Source: an optimization exercise on an open RTL-to-GDS flow (aim: small area and a short achievable clock period). Production flows keep margins and buffers that such runs may drop.
For this run, only the layout was checked, not whether the RTL still works.
Power and IR drop assume default switching activity.

$ cat design/flow/run.sh
#!/bin/bash
# synth_recipe.tcl (not shown) runs the flow's synth.tcl, then flattens the netlist and writes it again
# the make line also repeats each setting of config.mk as NAME=value (left out here)
make -C /OpenROAD-flow-scripts/flow DESIGN_CONFIG=/design/flow/config.mk WORK_HOME=/design/flow/orfs CLKGATE_MAP_FILE= SYNTH_SCRIPT=/design/flow/synth_recipe.tcl finish
$ cat design/flow/config.mk
export PLATFORM = sky130hd
export DESIGN_NAME = zcpf_nec
export DESIGN_NICKNAME = zcpf_nec
export VERILOG_FILES = /design/flow/design.v
export SDC_FILE = /design/flow/constraint.sdc
export NUM_CORES = 4
export LEC_CHECK = 0
export CAP_MARGIN = 20
export CORE_MARGIN = 2
export CORE_UTILIZATION = 40
export SLEW_MARGIN = 20
$ cat design/flow/design.v
module zcpf_nec (
    input  wire       clk,
    input  wire       rst,       
    input  wire       zc_in,     
    input  wire       ir_in,     
    input  wire       dt_tick,   
    input  wire       tb_tick,   
    input  wire [3:0] addr,
    input  wire [7:0] wdata,
    input  wire       rd,
    input  wire       wr,
    output reg  [7:0] rdata,
    output wire       gate_n
);
    localparam [2:0] S_IDLE    = 3'd0;
    localparam [2:0] S_MARK    = 3'd1;
    localparam [2:0] S_SPACE   = 3'd2;
    localparam [2:0] S_HIGHBIT = 3'd3;
    localparam [2:0] S_LOWBIT  = 3'd4;
    localparam [2:0] S_REPEAT  = 3'd5;
    function [7:0] lut;
        input [3:0] idx;
        begin
            case (idx)
                4'd0:    lut = 8'd255;
                4'd1:    lut = 8'd230;
                4'd2:    lut = 8'd205;
                4'd3:    lut = 8'd180;
                4'd4:    lut = 8'd155;
                4'd5:    lut = 8'd130;
                4'd6:    lut = 8'd105;
                4'd7:    lut = 8'd80;
                4'd8:    lut = 8'd55;
                default: lut = 8'd30;
            endcase
        end
    endfunction
    reg  [2:0]  ir_state;
    reg  [3:0]  phase;        
    reg  [7:0]  dly_cnt;
    reg         dly_armed;
    reg         gate;
    reg         run;
    reg  [3:0]  level;
    reg         start_req;
    reg  [7:0]  kick_cnt;
    reg  [15:0] tb_cnt;
    reg  [7:0]  hc_cnt;
    reg  [7:0]  ovf_cnt;
    reg         ir_level;
    reg  [15:0] ivc;          
    reg  [31:1] acc;
    reg  [4:0]  bitcnt;
    reg  [31:0] frame;
    reg  [1:0]  ir_idle;
    reg         frame_rdy;
    reg         rpt_pend;
    reg         ovf_f;
    reg         zc_f;
    reg         pulse_on;     
    reg  [3:0]  pulse_cnt;    
    reg         zc_prev;
    reg         ir_prev;
    wire ir_now = ~ir_in;
    wire zc_ev  = zc_in & ~zc_prev;
    wire ir_ev  = ir_now ^ ir_prev;
    wire wr_lvl = wr & (addr == 4'h0);
    wire wr_ctl = wr & (addr == 4'h1);
    wire wr_flg = wr & (addr == 4'h4);
    wire [3:0] wlvl = wdata[7] ? 4'd0 : (wdata[6:0] > 7'd9) ? 4'd9 : wdata[3:0];
    wire       wlvl_z = (wlvl == 4'd0);
    wire       kick_nz = (kick_cnt != 8'd0);
    reg        w_run;
    reg  [7:0] w_kick;
    reg  [3:0] w_phase;
    always @* begin
        w_run   = run;
        w_kick  = kick_cnt;
        w_phase = phase;
        if (wr_lvl) begin
            if (wlvl_z) begin
                w_run   = 1'b0;
                w_kick  = 8'd0;
                w_phase = 4'd0;
            end else if (!run && start_req) begin
                w_run   = 1'b1;
                w_kick  = 8'd200;
                w_phase = 4'd9;
            end else if (!run || !kick_nz) begin
                w_phase = wlvl;
            end
        end
    end
    wire [3:0] w_level = wr_lvl ? wlvl : level;
    reg  [3:0] n_phase;
    reg  [7:0] n_kick;
    reg  [7:0] n_dly;
    reg        n_armed;
    reg        n_gate;
    reg        fire;
    always @* begin
        n_phase = w_phase;
        n_kick  = w_kick;
        n_dly   = dly_cnt;
        n_armed = dly_armed;
        n_gate  = gate;
        fire    = 1'b0;
        if (zc_ev) begin
            n_armed = 1'b1;
            if (w_run && w_phase == 4'd9)
                n_gate = 1'b1;
            if (w_kick != 8'd0) begin
                n_kick = w_kick - 8'd1;
                if (w_kick == 8'd1)
                    n_phase = w_level;
            end
            n_dly = lut(w_phase) - {7'd0, dt_tick};
        end else if (dt_tick && dly_armed) begin
            if (dly_cnt != 8'd0) begin
                n_dly = dly_cnt - 8'd1;
            end else begin
                n_armed = 1'b0;
                n_gate  = 1'b0;
                fire    = w_run;
            end
        end
    end
    wire [15:0] iv = ivc;
    wire iv_ge787 = (iv >= 16'd787);
    wire iv_lt394 = (iv <  16'd394);
    wire iv_bit   = (iv >= 16'd56) && (iv <= 16'd84);
    wire iv_low   = (iv >= 16'd56) && (iv <= 16'd252);
    wire iv_one   = (iv >= 16'd168);
    reg  [2:0] n_state;
    reg        err;
    reg        shift;
    reg        clr_acc;
    reg        rpt_set;
    always @* begin
        n_state = ir_state;
        err     = 1'b0;
        shift   = 1'b0;
        rpt_set = 1'b0;
        case (ir_state)
            S_IDLE:    n_state = ir_now ? S_MARK : S_IDLE;
            S_MARK:    begin err = ~iv_ge787; n_state = S_SPACE; end
            S_SPACE:   n_state = iv_lt394 ? S_REPEAT : S_HIGHBIT;
            S_HIGHBIT: begin err = ~iv_bit; n_state = S_LOWBIT; end
            S_LOWBIT:  begin err = ~iv_low; shift = 1'b1; n_state = S_HIGHBIT; end
            S_REPEAT:  begin err = ~iv_bit; rpt_set = iv_bit; n_state = S_IDLE; end
            default:   n_state = S_IDLE;
        endcase
    end
    wire start_fr = (ir_state == S_IDLE) & ir_now;
    wire done     = shift & ~err & (bitcnt == 5'd31);
    reg [7:0] rd_view;
    always @* begin
        case (addr)
            4'h0: rd_view = {4'd0, level};
            4'h1: rd_view = {7'd0, start_req};
            4'h2: rd_view = lut(phase);
            4'h3: rd_view = {3'd0, ir_level, dly_armed, gate, kick_nz, run};
            4'h4: rd_view = {4'd0, zc_f, ovf_f, rpt_pend, frame_rdy};
            4'h5: rd_view = hc_cnt;
            4'h6: rd_view = ovf_cnt;
            4'h7: rd_view = {ir_state, bitcnt};
            4'h8: rd_view = frame[7:0];
            4'h9: rd_view = frame[15:8];
            4'hA: rd_view = frame[23:16];
            4'hB: rd_view = frame[31:24];
            default: rd_view = 8'd0;
        endcase
    end
    wire tb_wrap = tb_tick & (&tb_cnt);
    wire [1:0] idle_ir = ir_ev ? 2'd0 : ir_idle;
    always @(posedge clk) begin
        dly_cnt <= n_dly;
        ivc     <= (ir_ev ? 16'd0 : ivc) + {15'd0, tb_tick};
        if (ir_ev & shift)
            acc <= {iv_one, acc[31:2]};
    end
    always @(posedge clk) begin
        zc_prev <= zc_in;
        ir_prev <= ir_now;
        if (rst) begin
            ir_state  <= S_IDLE;
            phase     <= 4'd0;
            dly_armed <= 1'b0;
            gate      <= 1'b0;
            run       <= 1'b0;
            level     <= 4'd0;
            start_req <= 1'b0;
            kick_cnt  <= 8'd0;
            tb_cnt    <= 16'd0;
            hc_cnt    <= 8'd0;
            ovf_cnt   <= 8'd0;
            ir_level  <= 1'b0;
            bitcnt    <= 5'd0;
            frame     <= 32'd0;
            ir_idle   <= 2'd0;
            frame_rdy <= 1'b0;
            rpt_pend  <= 1'b0;
            ovf_f     <= 1'b0;
            zc_f      <= 1'b0;
            pulse_on  <= 1'b0;
            pulse_cnt <= 4'd0;
            rdata     <= 8'd0;
        end else begin
            phase     <= n_phase;
            dly_armed <= n_armed;
            gate      <= n_gate;
            run       <= w_run;
            level     <= w_level;
            kick_cnt  <= n_kick;
            if (wr_lvl)
                start_req <= 1'b0;
            else if (wr_ctl)
                start_req <= wdata[0];
            if (zc_ev)
                hc_cnt <= hc_cnt + 8'd1;
            if (fire) begin
                pulse_on  <= 1'b1;
                pulse_cnt <= 4'd15;
            end else if (pulse_on) begin
                if (pulse_cnt == 4'd0)
                    pulse_on <= 1'b0;
                pulse_cnt <= pulse_cnt - 4'd1;
            end
            if (ir_ev) begin
                ir_level <= ir_now;
                if (err) begin
                    ir_state <= S_IDLE;
                    bitcnt   <= 5'd0;
                end else if (done) begin
                    ir_state <= S_IDLE;
                    bitcnt   <= 5'd0;
                end else begin
                    ir_state <= n_state;
                    if (start_fr)
                        bitcnt <= 5'd0;
                    else if (shift)
                        bitcnt <= bitcnt + 5'd1;
                end
            end
            if (ir_ev & done)
                frame <= {iv_one, acc};
            if (tb_tick)
                tb_cnt <= tb_cnt + 16'd1;
            if (tb_wrap) begin
                ovf_cnt <= ovf_cnt + 8'd1;
                ir_idle <= (idle_ir == 2'd2) ? 2'd2 : idle_ir + 2'd1;
            end else begin
                ir_idle <= idle_ir;
            end
            frame_rdy <= (frame_rdy & ~(wr_flg & wdata[0])) | (ir_ev & done);
            rpt_pend  <= ((rpt_pend & ~(wr_flg & wdata[1])) | (ir_ev & rpt_set))
                         & ~(tb_wrap & (idle_ir != 2'd0));
            ovf_f     <= (ovf_f & ~(wr_flg & wdata[2])) | tb_wrap;
            zc_f      <= (zc_f & ~(wr_flg & wdata[3])) | zc_ev;
            if (rd)
                rdata <= rd_view;
        end
    end
    assign gate_n = ~(gate | pulse_on);
endmodule
$ cat design/flow/constraint.sdc
create_clock -name core_clock -period 4.5 [get_ports {clk}]
set_input_delay 0.9000 -clock core_clock [delete_from_list [all_inputs] [get_ports {clk}]]
set_output_delay 0.9000 -clock core_clock [all_outputs]
set_load 0.01 [all_outputs]
==> flow_metrics.tcl <==
set metrics [dict create \
    run_status "timing/DRC/antenna clean" \
    clock_insertion_delay_worst_skew_ps 430 \
    cts-root-to-sink-buffers 2 \
    critical_path_rt_ps 4850 \
    syn-mean-instance-area_um2 9.18 \
    async_reset_ff_share_pct 0 \
    grt_start_max_net_pins 61 \
    min_period_over_period_pct 89.4 \
    final_antenna_net_count 0 \
    setup_repair_after_global_routing_missed_its_margin "no" \
    hold_path_end "acc[29]" \
    wirelength_mm 19.8 \
    groute.usage.overall_pct 18.0 \
    final-setup-viol-count 0 \
    cts_tree "built" \
    dr_total_vias 6638 \
    n_antenna_cell 0 \
    worst_ep_arrival_time_ps 4370 \
    rr_startpoint "kick_cnt[4]" \
    timing_max_transition_violations_final 0 \
    placed_cells_incl_taps 1212 \
    ys_seq_area_share_pct 45.8 \
    detail_route.first_pass.iterations 5 \
    report.final.hold_viol_count 0 \
    floorplan.rows 53 \
    chipWidth_um 151 \
    core_um2 21000 \
    worstRegToRegCells 15 \
    final_cell_count_no_fill 1244 \
    route.detailed.vias_per_inst 5.34 \
    power.ir.vdd_worst_mv 0.205 \
    mappedNetlistArea_um2 8590 \
    post-dp-hpwl_mm 13.7 \
    drt_iter0_drc 453 \
    worst_hold_path_class "reg2reg" \
    nets_in_the_synthesized_netlist 980 \
    die-area_um2 22700 \
    pwr_density_cell_nw_per_um2 353 \
    clock_tree.htree_level_count 4 \
    layout.core_utilization_pct 46.3 \
    detail_route.wl_per_cell_um 15.9 \
    min_period_ps 4020 \
    globalRouteOverflowTotal 0 \
    top_level_ports 29 \
    synth_enable_flop_cells 39 \
    maxSlewHeadroom_pct 43.6 \
    list_of_cells_traversed_by_the_critical_path "clkdlybuf4s50_1 -> nor3b_1 -> nand2_1 -> a21o_1 -> nand2_1 -> ha_1 -> nor4bb_1 -> nand3_1 -> o22ai_2 -> nor2_1 -> a211oi_1 -> buf_4 -> inv_1 -> ha_1 -> nand2b_1 -> a2bb2oi_1" \
    clock-sinks 177 \
    drive_above_1_share_pct 8.05 \
    cp_max_fo 9 \
    worst-setup-path-type "in2reg" \
    slowest_delay_ps 500 \
    antenna_found_initial 0 \
    main_synth_ff_type "sky130_fd_sc_hd__dfxtp_1" \
    critPathCaptureType "register" \
    first_global_vias 5999 \
    cts_hold_buf 0 \
    worst_hold_path.num_cells 0 \
    path_delay_family "simple AND/OR/NAND/NOR gates" \
    count_of_synthesis_stage_warnings_from_yosys 1 \
    hp-start "acc[30]" \
    fillers 2009 \
    detail_route.drc_violations 0 \
    max_cap_violations 0 \
    cp.buffers_inverters 3 \
    cts_buffers 17 \
    buffer_ports.inserted 28 \
    synth_seq_cells 177 \
    grt_first_pass_wirelength_mm 31.9 \
    tightest_slew_ps 845 \
    die-height_um 151 \
    postCtsResizedCells 0 \
    fmax_mhz 248 \
    cp-start-kind "primary input" \
    worst_r2r_endpoint "dly_cnt[6]" \
    worst_clock_skew_ps 11.3 \
    static-leakage-power_uw 0.00352 \
    r2r_slack_ps 950 \
    initial_utilization_pct 40.9 \
    cts_setup_buffers 0 \
    syn_to_final_growth_pct 13.3 \
    clk_pin_slew_worst_paths_ps 70 \
    clockRootBuffer "sky130_fd_sc_hd__clkbuf_16" \
    design_power_total_uw 3440 \
    library_cells_used_by_synthesis 78 \
    final_nets 1000 \
    crit_slowest_cell "sky130_fd_sc_hd__clkdlybuf4s50_1" \
    timing.setup.tns_ps 0 \
    postSynthCellCount 936 \
    globalplace.congestion 0.866 \
]
-- cell families after synthesis --
family	after synthesis	synth area share, %
AO/OA/AOI/OAI	185	14.0
AND/OR/NAND/NOR	374	21.0
buffers and inverters	65	3.26
adder cells (fa/ha/maj)	24	3.50
multiplexers	58	6.98
flip-flops	177	45.8
XOR/XNOR	53	5.40
-- sequential cells by signal, summed over array words and instances (netlist names), 2 cells and up, named ones only --
| name | count |
|---|---|
| pulse_cnt | 4 |
| rdata | 8 |
| phase | 4 |
| frame | 32 |
| level | 4 |
| hc_cnt | 8 |
| ovf_cnt | 8 |
| ir_idle | 2 |
| ivc | 16 |
| dly_cnt | 8 |
| bitcnt | 5 |
| tb_cnt | 16 |
| ir_state | 3 |
| acc | 31 |
| kick_cnt | 8 |
-- how the worst max path moves through the flow --
stage,start,to,slack [ps],depth (start not counted)
final,addr[3],register,480,16
after global routing,addr[3],register,140,16
after global placement,addr[3],register,180,16
after CTS,addr[3],register,520,16
after detailed placement,addr[3],register,70,16
after floorplan,addr[2],register,380,15
-- synth_stat cells, types with 13 or more instances --
cell                       number  area share [%]
sky130_fd_sc_hd__nor2_1       137             6.0
sky130_fd_sc_hd__nor3_1        13            0.76
sky130_fd_sc_hd__o21ai_0       43             2.5
sky130_fd_sc_hd__nand2b_1      15             1.1
sky130_fd_sc_hd__ha_1          24             3.5
sky130_fd_sc_hd__dfxtp_1      138              32
sky130_fd_sc_hd__nand4_1       16             1.2
sky130_fd_sc_hd__a22oi_1       14             1.2
sky130_fd_sc_hd__mux2i_1       52             6.1
sky130_fd_sc_hd__nor2b_1       15             1.1
sky130_fd_sc_hd__nand2_1       75             3.3
sky130_fd_sc_hd__nand3_1       34             2.0
sky130_fd_sc_hd__xnor2_1       15             1.5
sky130_fd_sc_hd__edfxtp_1      39              14
sky130_fd_sc_hd__clkbuf_1      39             1.7
sky130_fd_sc_hd__xor2_1        38             3.9
sky130_fd_sc_hd__a21oi_1       55             3.2
-- cell type report --
| class | count | area, um^2 | area share [%] |
|---|---|---|---|
| multi-input cells | 694 | 4380 | 45.0 |
| flip-flops and latches | 177 | 3930 | 40.4 |
| repair buffers | 54 | 473 | 4.86 |
| clock buffers | 17 | 425 | 4.37 |
| well taps | 275 | 344 | 3.53 |
| clock inverters | 15 | 138 | 1.41 |
| inverters | 12 | 45.0 | 0.463 |
-- cell usage in the layout (no fill, tap or decap), types with 16 or more instances in the layout --
| cell | instances |
|---|---|
| sky130_fd_sc_hd__nand3_1 | 34 |
| sky130_fd_sc_hd__ha_1 | 24 |
| sky130_fd_sc_hd__nand4_1 | 16 |
| sky130_fd_sc_hd__edfxtp_1 | 39 |
| sky130_fd_sc_hd__clkdlybuf4s50_1 | 27 |
| sky130_fd_sc_hd__nand2_1 | 75 |
| sky130_fd_sc_hd__buf_4 | 27 |
| sky130_fd_sc_hd__mux2i_1 | 52 |
| sky130_fd_sc_hd__xor2_1 | 38 |
| sky130_fd_sc_hd__dfxtp_1 | 138 |
| sky130_fd_sc_hd__nor2_1 | 137 |
| sky130_fd_sc_hd__clkbuf_16 | 17 |
| sky130_fd_sc_hd__o21ai_0 | 43 |
| sky130_fd_sc_hd__a21oi_1 | 55 |
-- layer usage --
metal / GRT usage (%) / share of wire [%] / vias to the layer above / wire length (um)
met1: 25.1 / 50 / 3129 / 9850
li1: - / - / 3387 / -
met2: 28.2 / 46 / 107 / 9100
met5: 0 / 0 / - / 0
met3: 3.42 / 3.1 / 15 / 605
met4: 5.52 / 1.4 / 0 / 279
-- metrics by stage --
stage	setup slack, ps	hold WS, ps	area [um^2]
after floorplan	376	426	8590
after global placement	179	430	9170
after detailed placement	69.8	436	9170
after CTS	521	453	9740
after global routing	143	461	9740
final	475	455	9740
-- report_power, final --
| group | switching, uW | internal [uW] | total (uW) |
|---|---|---|---|
| clock | 692 | 736 | 1430 |
| sequential | 39.9 | 1660 | 1700 |
| combinational | 188 | 127 | 316 |
-- worst register-to-register path: stages (launching register included) --
cell and delay [ps]:
sky130_fd_sc_hd__dfxtp_1 340, sky130_fd_sc_hd__or4_1 670, sky130_fd_sc_hd__o21ai_0 270, sky130_fd_sc_hd__nand4_1 130
sky130_fd_sc_hd__and2_4 210, sky130_fd_sc_hd__or2_2 330, sky130_fd_sc_hd__inv_2 120, sky130_fd_sc_hd__ha_1 210
sky130_fd_sc_hd__and2b_1 130, sky130_fd_sc_hd__a21oi_1 40, sky130_fd_sc_hd__ha_1 220, sky130_fd_sc_hd__ha_1 230
sky130_fd_sc_hd__nand3_1 100, sky130_fd_sc_hd__xor2_1 70, sky130_fd_sc_hd__a21oi_1 150, sky130_fd_sc_hd__o22ai_1 100

re-timing with driven ports:
The results above use ideal ports. As a check the final layout listed here was re-extracted and re-timed, cells and wires unchanged.
Step 1 (the two cells are an assumption about what drives the block):
set clk [get_ports {clk}]
set_driving_cell -lib_cell sky130_fd_sc_hd__clkbuf_16 $clk
set_driving_cell -lib_cell sky130_fd_sc_hd__buf_2 [delete_from_list [all_inputs] $clk]
Step 2, shift: input delay + t, output delay - t, t = (earliest + latest rising clock arrival at the registers) / 2. This alone moves slack from input paths to output paths.
Three values: ideal, step 1, step 2; two values: the first two.
t, ns: 0.472
setup slack, ns: 0.475 / 0.495 / 0.023
slew at the worst register clock pin (ns): 0.07 / 0.07
After both steps this run still meets setup and hold. The setup slack of this run moves by +0.020 ns with the drivers and by -0.452 ns with both steps.
